Source: an optimization exercise on an open RTL-to-GDS flow (aim: small area, a short achievable clock period and few clock cycles per item). Production flows keep margins and buffers that such runs may drop. RTL that was checked went through simulation tests only; none was proved equivalent to the original. Power figures rest on the tool's default switching activity, not on a simulated workload.

## the reference run
Design ioc_audio_enc, start of the top module:
module ioc_audio_enc (
    input  wire        clk,
    input  wire        rst,
    input  wire [1:0]  cfg_coding,
    input  wire        cfg_word_sel,
    input  wire [63:0] now_us,
    input  wire        in_valid,
    output wire        in_ready,
    input  wire [63:0] in_frame,
    output reg         out_valid,
    input  wire        out_ready,
    output reg  [7:0]  out_data,
    output reg         out_last,
    output reg  [31:0] bad_cnt
);
    localparam [1:0] C_PCM = 2'd0, C_U8 = 2'd1, C_U10 = 2'd2;
    localparam integer N = 31;
    reg rst_r;
    reg is_pcm, is_u8, is_u10, wsel_r;
    reg [1:0] coding;
    always @(posedge clk) begin
        rst_r  <= rst;
        coding <= cfg_coding;
        is_pcm <= (cfg_coding == C_PCM);
        is_u8  <= (cfg_coding == C_U8);
        is_u10 <= (cfg_coding == C_U10);
        wsel_r <= cfg_word_sel;
    end
    wire srst = rst_r;
    reg  [23:0] ir_raw;
    reg         ir_v, ir_last;
    reg  [8:0]  iidx;         
    reg  [63:0] ts;
    reg         ts_v;
    reg         in_ready_r;
    assign in_ready = in_ready_r;
    wire in_fire = in_valid & in_ready_r;
    wire [31:0] word = wsel_r ? in_frame[63:32] : in_frame[31:0];
    wire        bad  = wsel_r ? ~&in_frame[55:48] : ~&in_frame[23:16];
    reg  [31:0] bad_cy;
    integer b;
    always @* begin
        bad_cy[0] = 1'b1;
        for (b = 1; b < 32; b = b + 1) bad_cy[b] = bad_cy[b-1] & bad_cnt[b-1];
    end
    reg  [3:0]  shift;
    reg  [5:0]  umin;
    reg  [1:0]  bst;          
    reg  [5:0]  shc;
    reg         sh_up, sh_dn;
    reg  [15:0] p16;
    reg         pz;           
    reg  [4:0]  pu;           
    reg         pdec;
    reg         p_v, p_half, p_last;
    wire [31:0] raw  = {{8{ir_raw[23]}}, ir_raw};
    wire [31:0] p    = raw << shift;
    wire [23:0] ux   = ir_raw ^ {24{ir_raw[23]}};
    wire        udec = ir_raw[23] & ~|(ux[23:1] & ~ux[22:0]);
    reg  [4:0]  uval;
    reg  [7:0]  pt;           
    integer t;
    always @* begin
        for (t = 0; t < 8; t = t + 1)
            pt[t] = p16[15] ? (~&(p16 | ((16'd1 << (7 + t)) - 16'd1)) | (pz & ((p16 & ((16'd1 << (7 + t)) - 16'd1)) == 16'd0)))
                            : (|(p16[14:0] >> (7 + t)));
        uval = 5'd31;
        for (t = 0; t < 24; t = t + 1)
            if (ux[t]) uval = 5'd30 - t[4:0];
    end
    reg  [N-1:0] v;
  ...
Settings: LEC_CHECK=0, CAP_MARGIN=20, CORE_MARGIN=2, CORE_UTILIZATION=55, CTS_BUF_LIST=sky130_fd_sc_hd__clkbuf_16, CTS_CLUSTER_DIAMETER=150, CTS_CLUSTER_SIZE=24, PLACE_DENSITY=0.65, SLEW_MARGIN=20; clock period 9.0 ns.
standard.sh (not shown) runs the stock make flow with config.mk's settings and CLKGATE_MAP_FILE= SYNTH_SCRIPT=/design/flow/synth_recipe.tcl, a recipe that flattens the netlist after the stock synthesis.
==> flow/flow/run.sh <==
#!/bin/bash
set -euo pipefail
bash standard.sh synth > step_synth.log 2>&1
export SETUP_SLACK_MARGIN=6
export POST_GLOBAL_PLACE_TCL="$PWD/flow/port_bufs.tcl"
bash standard.sh finish > step_layout.log 2>&1
==> flow/flow/port_bufs.tcl <==
# POST_GLOBAL_PLACE hook: buffer_ports gives every port a clkdlybuf4s50_1
# (a delay cell). Swap those port buffers for plain buf_1 cells; the resize
# and repair steps that follow size them as the loads need.
set n 0
foreach inst [[ord::get_db_block] getInsts] {
  if {[[$inst getMaster] getName] eq "sky130_fd_sc_hd__clkdlybuf4s50_1"
      && [regexp {^(input|output)[0-9]+$} [$inst getName]]} {
    replace_cell [$inst getName] sky130_fd_sc_hd__buf_1
    incr n
  }
}
puts "port_bufs.tcl: $n port buffers now sky130_fd_sc_hd__buf_1"
Setup changes, the reference run to the trial run
--- a/flow/design.v
+++ b/flow/design.v
@@ -132,17 +132,18 @@
             4'd10: hdr_byte = ts[15:8];
             4'd11: hdr_byte = ts[7:0];
             4'd12: hdr_byte = body_len[15:8];
             default: hdr_byte = body_len[7:0];
         endcase
     end
     wire [12:0] d0 = d[0];
     wire [12:0] d1 = d[1];
-    reg  [3:0]  dl0, dl1;
+    wire [3:0]  dl0 = ecs - {1'b0, d0[12:11], 1'b0};
+    wire [3:0]  dl1 = ecs - {1'b0, d1[12:11], 1'b0};
     wire [10:0] s0 = $signed(d0[10:0]) >>> dl0;
     wire [10:0] s1 = $signed(d1[10:0]) >>> dl1;
     wire [9:0]  c0 = s0[9:0];
     wire [9:0]  c1 = s1[9:0];
     wire [7:0]  u10_byte = ({8{e_ph[0]}} & c0[9:2])
                          | ({8{e_ph[1]}} & {c0[1:0], c1[9:4]})
                          | ({8{e_ph[2]}} & {c0[3:0], c1[9:6]})
                          | ({8{e_ph[3]}} & {c0[5:0], c1[9:8]})
@@ -170,19 +171,16 @@
     wire f_hdr = eok & can_hdr;
     wire f_cs  = eok & can_cs;
     wire f_smp = eok & can_smp;
     wire smp_last_fire = f_smp & smp_adv & (e_idx == 5'd31);
     wire e_hdr_n = (f_hdr & (hcnt == 4'd13)) ? 1'b0 : (smp_last_fire & (e_pair == 4'd9)) ? 1'b1 : e_hdr;
     wire e_cs_n  = f_cs ? 1'b0 : smp_last_fire ? 1'b1 : e_cs;
     wire [4:0] e_ph_n = (f_smp & is_u10) ? {e_ph[3:0], e_ph[4]} : e_ph;
     wire sk_v_n  = ~oreg_ld & (sk_v | (eok & produce));
-    wire [3:0] ecs_n = f_cs ? ncs0 : (f_smp & smp_adv & (e_idx == 5'd15)) ? cs1 : ecs;
-    wire [1:0] a0_n  = ld[0] ? d[1][12:11] : d[0][12:11];
-    wire [1:0] a1_n  = ld[1] ? d[2][12:11] : d[1][12:11];
     wire ir_v_n   = in_fire | (ir_v & ~p_ld);
     wire ir_open  = in_ready_r;
     wire p_v_n    = p_ld | (p_v & ~pdone);
     wire p_half_n = p_ld ? 1'b0 : (push ? ~p_half : p_half);
     wire p_last_n = p_ld ? ir_last : p_last;
     wire v0_n     = ld[0] ? v[1] : v[0];
     wire full_n   = pop ? (push & full) : (full | (push & (cnt == 5'd30)));
     wire [1:0] bst_n = (bst != 2'd0) ? bst + 2'd1 : (pdone & p_last) ? 2'd1 : 2'd0;
@@ -211,20 +209,21 @@
             if (ipos == 5'd16)      acc1 <= pt;
             else if (ipos[4])       acc1 <= acc1 | pt;
         end
         if (bst == 2'd1) shc <= ({2'b00, shift} < umin) ? {2'b00, shift} : umin;
         if (bst == 2'd2) begin
             sh_up <= (sh_diff > 6'd4) && (shc < 6'd12);
             sh_dn <= (sh_diff < 6'd4) && (shc > 6'd0);
         end
-        if (f_cs) cs1 <= ncs1;
-        ecs <= ecs_n;
-        dl0 <= ecs_n - {1'b0, a0_n, 1'b0};
-        dl1 <= ecs_n - {1'b0, a1_n, 1'b0};
+        if (f_cs) begin
+            ecs <= ncs0;
+            cs1 <= ncs1;
+        end
+        if (f_smp & smp_adv & (e_idx == 5'd15)) ecs <= cs1;
         if (srst) begin
             bad_cnt    <= 32'd0;
             in_ready_r <= 1'b1;
             ir_v       <= 1'b0;
             iidx       <= 9'd0;
             ts_v       <= 1'b0;
             v          <= {N{1'b0}};
             cnt        <= 5'd0;
@@ -250,18 +249,17 @@
         end else begin
             bad_cnt <= bad_cnt ^ ({32{in_fire & bad}} & bad_cy);
             in_ready_r <= in_ready_n;
             ir_v       <= ir_v_n;
             if (in_fire) iidx <= (iidx == 9'd319) ? 9'd0 : iidx + 9'd1;
             for (j = 0; j < N-1; j = j + 1)
                 if (ld[j]) v[j] <= v[j+1];
             if (ld[N-1]) v[N-1] <= push;
-            if (push & ~pop)      cnt <= cnt + 5'd1;
-            else if (pop & ~push) cnt <= cnt - 5'd1;
+            cnt    <= cnt + {4'd0, push} - {4'd0, pop};
             pop    <= pop_n;
             p_v    <= p_v_n;
             p_half <= p_half_n;
             p_last <= p_last_n;
             bst    <= bst_n;
             if (pdone) begin
                 ipos <= ipos + 5'd1;
                 if ({1'b0, pu_v} < umin) umin <= {1'b0, pu_v};
@@ -269,18 +267,17 @@
             if (bst == 2'd3) begin
                 shift <= sh_up ? shc[3:0] + 4'd1 : sh_dn ? shc[3:0] - 4'd1 : shc[3:0];
                 umin  <= umin + 6'd1;
             end
             if (oreg_ld) begin
                 out_valid <= sk_v | (eok & produce);
                 out_data  <= sk_v ? sk_d : nbyte;
                 out_last  <= sk_v ? sk_l : nlast;
-            end
-            if (~sk_v) begin
+            end else if (eok & produce) begin
                 sk_d <= nbyte;
                 sk_l <= nlast;
             end
             sk_v <= sk_v_n;
             e_hdr <= e_hdr_n;
             e_cs  <= e_cs_n;
             e_ph  <= e_ph_n;
             if (f_hdr) hcnt <= (hcnt == 4'd13) ? 4'd0 : hcnt + 4'd1;
Results
Share of the synthesized area in compound gates (AO/OA/AOI/OAI) (the trial run over the reference run): increase, 0.32 points. Length of routed met3 wiring: the trial run vs the reference run down 180 um. Diff the reference run..the trial run | post-synthesis area per instance | negligible. When the trial run is measured against the reference run, its combinational power turns out 16% higher. Routed wire length per instance essentially unchanged between the reference run and the trial run. A launch point of the critical path of d[0][11] is what the trial run shows, while p16[7] belongs to the reference run. The clock buffer and inverter area fraction after layout of the trial run and that of the reference run are within noise of each other. The trial run vs. the reference run: clock-buffer cell count lost about 2.8%; power spent charging and discharging nets up 2.5%; total leakage power now larger; final design area excluding fillers now sits at about the same level. Looking only at portion of the clock cycle consumed by the worst path in the final layout, and setting everything else aside, the higher value of the reference run and the trial run goes to the reference run. Wire length of the first global-routing pass was higher in the run labelled the trial run.
Testbench counts of the trial run, summed over its fixed seeds: cycles 45,984, blocks 96.
Function not checked in the reference run: the RTL went through the layout flow alone.

==> afterwards: timing with drivers on the ports <==
In the flow no input, the clock included, has a driving cell. The finished layouts below were timed again as built, in two steps. Step 1 assumes that a clkbuf_16 drives the clock port and a buf_2 every other input. Step 2 also shifts input and output timing later by t, the mid clock arrival at the registers, as if the neighbouring blocks saw the same clock. Slacks: ideal ports / drivers / drivers and shift; pairs: ideal ports / drivers.
run	t, ns	setup slack, ns	slew at the worst register clock pin (ns)	pins driven straight from the clock port
the reference run	0.632	5.719 / 5.719 / 5.470	0.10 / 0.10	1
the trial run	0.625	5.743 / 5.743 / 5.532	0.10 / 0.10	1
After both steps every run listed still meets setup and hold. The setup slack of the reference run, which loses most, moves by 0.000 ns with the drivers and by -0.249 ns with both steps.
